Source: an optimization exercise on an open RTL-to-GDS flow (aim: small area). Production flows keep margins and buffers that such runs may drop. The RTL was checked by simulation tests, not by an equivalence proof against the original design. Power figures rest on the tool's default switching activity, not on a simulated workload.

north:
==> flow/design.v (excerpt) <==
module oscq (
    input  wire        clk,
    input  wire        rst,         
    input  wire        tx_valid,
    input  wire        tx_rw,       
    input  wire [3:0]  tx_idx,
    input  wire [31:0] tx_data,
    output reg         rd_valid,
    output wire [31:0] rd_data,
    output reg         smp_valid,
    output wire [15:0] smp_data,
    output wire        done
);
Size in the first run: ~91 I/O pins, ~12,000 um^2 of cells after synthesis.
==> flow/config.mk <==
export PLATFORM = sky130hd
export DESIGN_NAME = oscq
export DESIGN_NICKNAME = oscq
export VERILOG_FILES = /design/flow/design.v
export SDC_FILE = /design/flow/constraint.sdc
export NUM_CORES = 4
export LEC_CHECK = 0
export CAP_MARGIN = 20
export CORE_MARGIN = 2
export CORE_UTILIZATION = 40
export SLEW_MARGIN = 20
export SYNTH_HIERARCHICAL = 1
export SYNTH_MEMORY_MAX_BITS = 16384
==> flow/constraint.sdc <==
create_clock -name core_clock -period 10.0 [get_ports {clk}]
set_input_delay 2.0000 -clock core_clock [delete_from_list [all_inputs] [get_ports {clk}]]
set_output_delay 2.0000 -clock core_clock [all_outputs]
set_load 0.01 [all_outputs]
standard.sh (not shown) runs the stock make flow with config.mk's settings and CLKGATE_MAP_FILE= SYNTH_SCRIPT=/design/flow/synth_recipe.tcl, a recipe that flattens the netlist after the stock synthesis.
==> flow/flow/run.sh <==
#!/bin/bash
# Own layout flow: the standard layout (standard.sh: ORFS synthesis unchanged,
# then floorplan to finish) with one layout option changed: ports are buffered
# with the small sky130_fd_sc_hd__buf_1 instead of the buffer that buffer_ports
# picks by itself (still one buffer on every input and output port).
# Every tool's output goes to the ORFS logs under orfs/logs and, for the make
# run as a whole, to standard.log in this folder.
set -euo pipefail
export BUFFER_PORTS_ARGS="-buffer_cell sky130_fd_sc_hd__buf_1"
bash standard.sh > standard.log 2>&1
north: no failed stages, no open violations at the end
[inputs] south vs north
==> flow/run.sh (new file) <==
#!/bin/bash
# synth_recipe.tcl (not shown) runs the flow's synth.tcl, then flattens the netlist and writes it again
# the make line also repeats each setting of config.mk as NAME=value (left out here)
make -C /OpenROAD-flow-scripts/flow DESIGN_CONFIG=/design/flow/config.mk WORK_HOME=/design/flow/orfs CLKGATE_MAP_FILE= SYNTH_SCRIPT=/design/flow/synth_recipe.tcl finish
removed: flow/flow/run.sh
removed: flow/standard.sh
==> comparison <==
- Diff north -> south: power increased about 2%, upper clock frequency limit rose by about 2.7%.
- north → south: layout-stage area growth over the synthesis result climbed 5.0 points, count of hold buffers inserted by post-cts repair barely changed, via count of the routed design climbed 49, share of total power in the clock network barely changed, clock period minus worst slack dropped 0.24 ns.
- Smallest hold slack in south is 0.0094 ns higher than in north
- The higher number of fillers in the final layout of south and north is in north.
- For area taken by multi-input logic gates, north and south come out practically identical.
- For north, the cell with the largest stage delay on the worst path was sky130_fd_sc_hd__xnor2_2, unlike south, where it was sky130_fd_sc_hd__fa_1.

========
oscq, a different RTL version from the one above (not shown whole).
For scale: roughly 1200 cells after synthesis, about 12000 um^2 of cells after synthesis.
clock: 10.0 ns
lec_check: 0
cap_margin: 20
core_margin: 2
core_utilization: 40
slew_margin: 20
synth_hierarchical: 1
synth_memory_max_bits: 16384
==> flow/flow/run.sh <==
#!/bin/bash
# Own layout flow: the standard layout (standard.sh: ORFS synthesis unchanged,
# then floorplan to finish) with two layout options changed:
#  - ports are buffered with the small sky130_fd_sc_hd__buf_1 instead of the
#    buffer that buffer_ports picks by itself (still one buffer on every input
#    and output port);
#  - clock tree synthesis builds the tree from sky130_fd_sc_hd__clkbuf_8 and
#    inserts no dummy loads.
# Every tool's output goes to the ORFS logs under orfs/logs and, for the make
# run as a whole, to standard.log in this folder.
set -euo pipefail
export BUFFER_PORTS_ARGS="-buffer_cell sky130_fd_sc_hd__buf_1"
export CTS_ARGS="-sink_clustering_enable -repair_clock_nets -dont_use_dummy_load -sink_clustering_size 24 -sink_clustering_max_diameter 150 -buf_list sky130_fd_sc_hd__clkbuf_8"
bash standard.sh > standard.log 2>&1
The starting point produced a clean layout.
Next try:
==> flow/run.sh (new file) <==
#!/bin/bash
# synth_recipe.tcl (not shown) runs the flow's synth.tcl, then flattens the netlist and writes it again
# the make line also repeats each setting of config.mk as NAME=value (left out here)
make -C /OpenROAD-flow-scripts/flow DESIGN_CONFIG=/design/flow/config.mk WORK_HOME=/design/flow/orfs CLKGATE_MAP_FILE= SYNTH_SCRIPT=/design/flow/synth_recipe.tcl finish
- CAP_MARGIN: 20 -> 5
- CTS_BUF_LIST: default -> sky130_fd_sc_hd__clkbuf_8
- SLEW_MARGIN: 20 -> 5
removed: flow/flow/run.sh
removed: flow/standard.sh
=> Via count came out higher by 0.91%. Count of clock-buffer cells in the layout is unchanged. Sequential cell count is unchanged. Clock power came out higher by 30%. Total power came out higher by 10%. Wire length came out higher by 1.4%.
Next try:
==> flow/flow/run.sh (new file) <==
#!/bin/bash
# Own layout flow: the standard layout (standard.sh: ORFS synthesis unchanged,
# then floorplan to finish) with two layout options changed:
#  - ports are buffered with the small sky130_fd_sc_hd__buf_1 instead of the
#    buffer that buffer_ports picks by itself (still one buffer on every input
#    and output port);
#  - clock tree synthesis builds the tree from sky130_fd_sc_hd__clkbuf_8 and
#    inserts no dummy loads.
# Every tool's output goes to the ORFS logs under orfs/logs and, for the make
# run as a whole, to standard.log in this folder.
set -euo pipefail
export BUFFER_PORTS_ARGS="-buffer_cell sky130_fd_sc_hd__buf_1"
export CTS_ARGS="-sink_clustering_enable -repair_clock_nets -dont_use_dummy_load -buf_list sky130_fd_sc_hd__clkbuf_8"
bash standard.sh > standard.log 2>&1
==> flow/standard.sh (new file) <==
#!/bin/bash
# synth_recipe.tcl (not shown) runs the flow's synth.tcl, then flattens the netlist and writes it again
# the make line also repeats each setting of config.mk as NAME=value (left out here)
make -C /OpenROAD-flow-scripts/flow DESIGN_CONFIG=/design/flow/config.mk WORK_HOME=/design/flow/orfs CLKGATE_MAP_FILE= SYNTH_SCRIPT=/design/flow/synth_recipe.tcl "${@:-finish}"
- CAP_MARGIN: 5 -> 20
- CTS_BUF_LIST: sky130_fd_sc_hd__clkbuf_8 -> default
- SLEW_MARGIN: 5 -> 20
removed: flow/run.sh
Outcome: Combinational power drops by about 8%; synthesized area is unchanged; via count drops by 0.90%; first-iteration DRC count climbs by 25%.
Next try:
- CAP_MARGIN: 20 -> 5
- SLEW_MARGIN: 20 -> 5
The new run finished clean.
Utilization goes down by 0.11 points.
Count of clock-buffer cells in the layout stays the same.
Register-to-register slack barely changes.
Global-route usage is unchanged.
Setup slack stays flat.
Combinational power stays flat.
Design area is about the same.
Maximum frequency hardly moves.
Wire length went up by about 0.32%.
Total power barely changes.
Die area stays the same.

-- afterwards: timing with drivers on the ports --
The results above use ideal ports. As a check the final layouts listed here were re-extracted and re-timed, cells and wires unchanged. Step 1 assumes that a clkbuf_16 drives the clock port and a buf_2 every other input. Step 2, shift: input delay + t, output delay - t, t = (earliest + latest rising clock arrival at the registers) / 2. This alone moves slack from input paths to output paths. Three values: ideal ports, drivers, drivers and shift; two values: the first two.
| run | t (ns) | setup slack, ns | latest minus earliest clock arrival (ns) | slew at the worst register clock pin (ns) |
|---|---|---|---|---|
| north | 0.493 | 1.023 / 1.023 / 1.023 | 0.010 / 0.011 | 0.07 / 0.07 |
| south | 0.484 | 1.260 / 1.260 / 1.049 | 0.008 / 0.008 | 0.07 / 0.07 |
| the first run of note 2 | 0.489 | 0.404 / 0.404 / 0.404 | 0.043 / 0.043 | 0.11 / 0.11 |
| the second run of note 2 | 0.514 | 0.343 / 0.343 / 0.343 | 0.025 / 0.025 | 0.12 / 0.12 |
| the third run of note 2 | 0.489 | 0.404 / 0.404 / 0.404 | 0.043 / 0.043 | 0.11 / 0.11 |
| the fourth run of note 2 | 0.491 | 0.407 / 0.407 / 0.407 | 0.043 / 0.044 | 0.11 / 0.11 |
After both steps setup and hold are still met in every run listed. For south, which loses most, drivers alone change the setup slack by 0.000 ns; drivers and shift together by -0.211 ns.
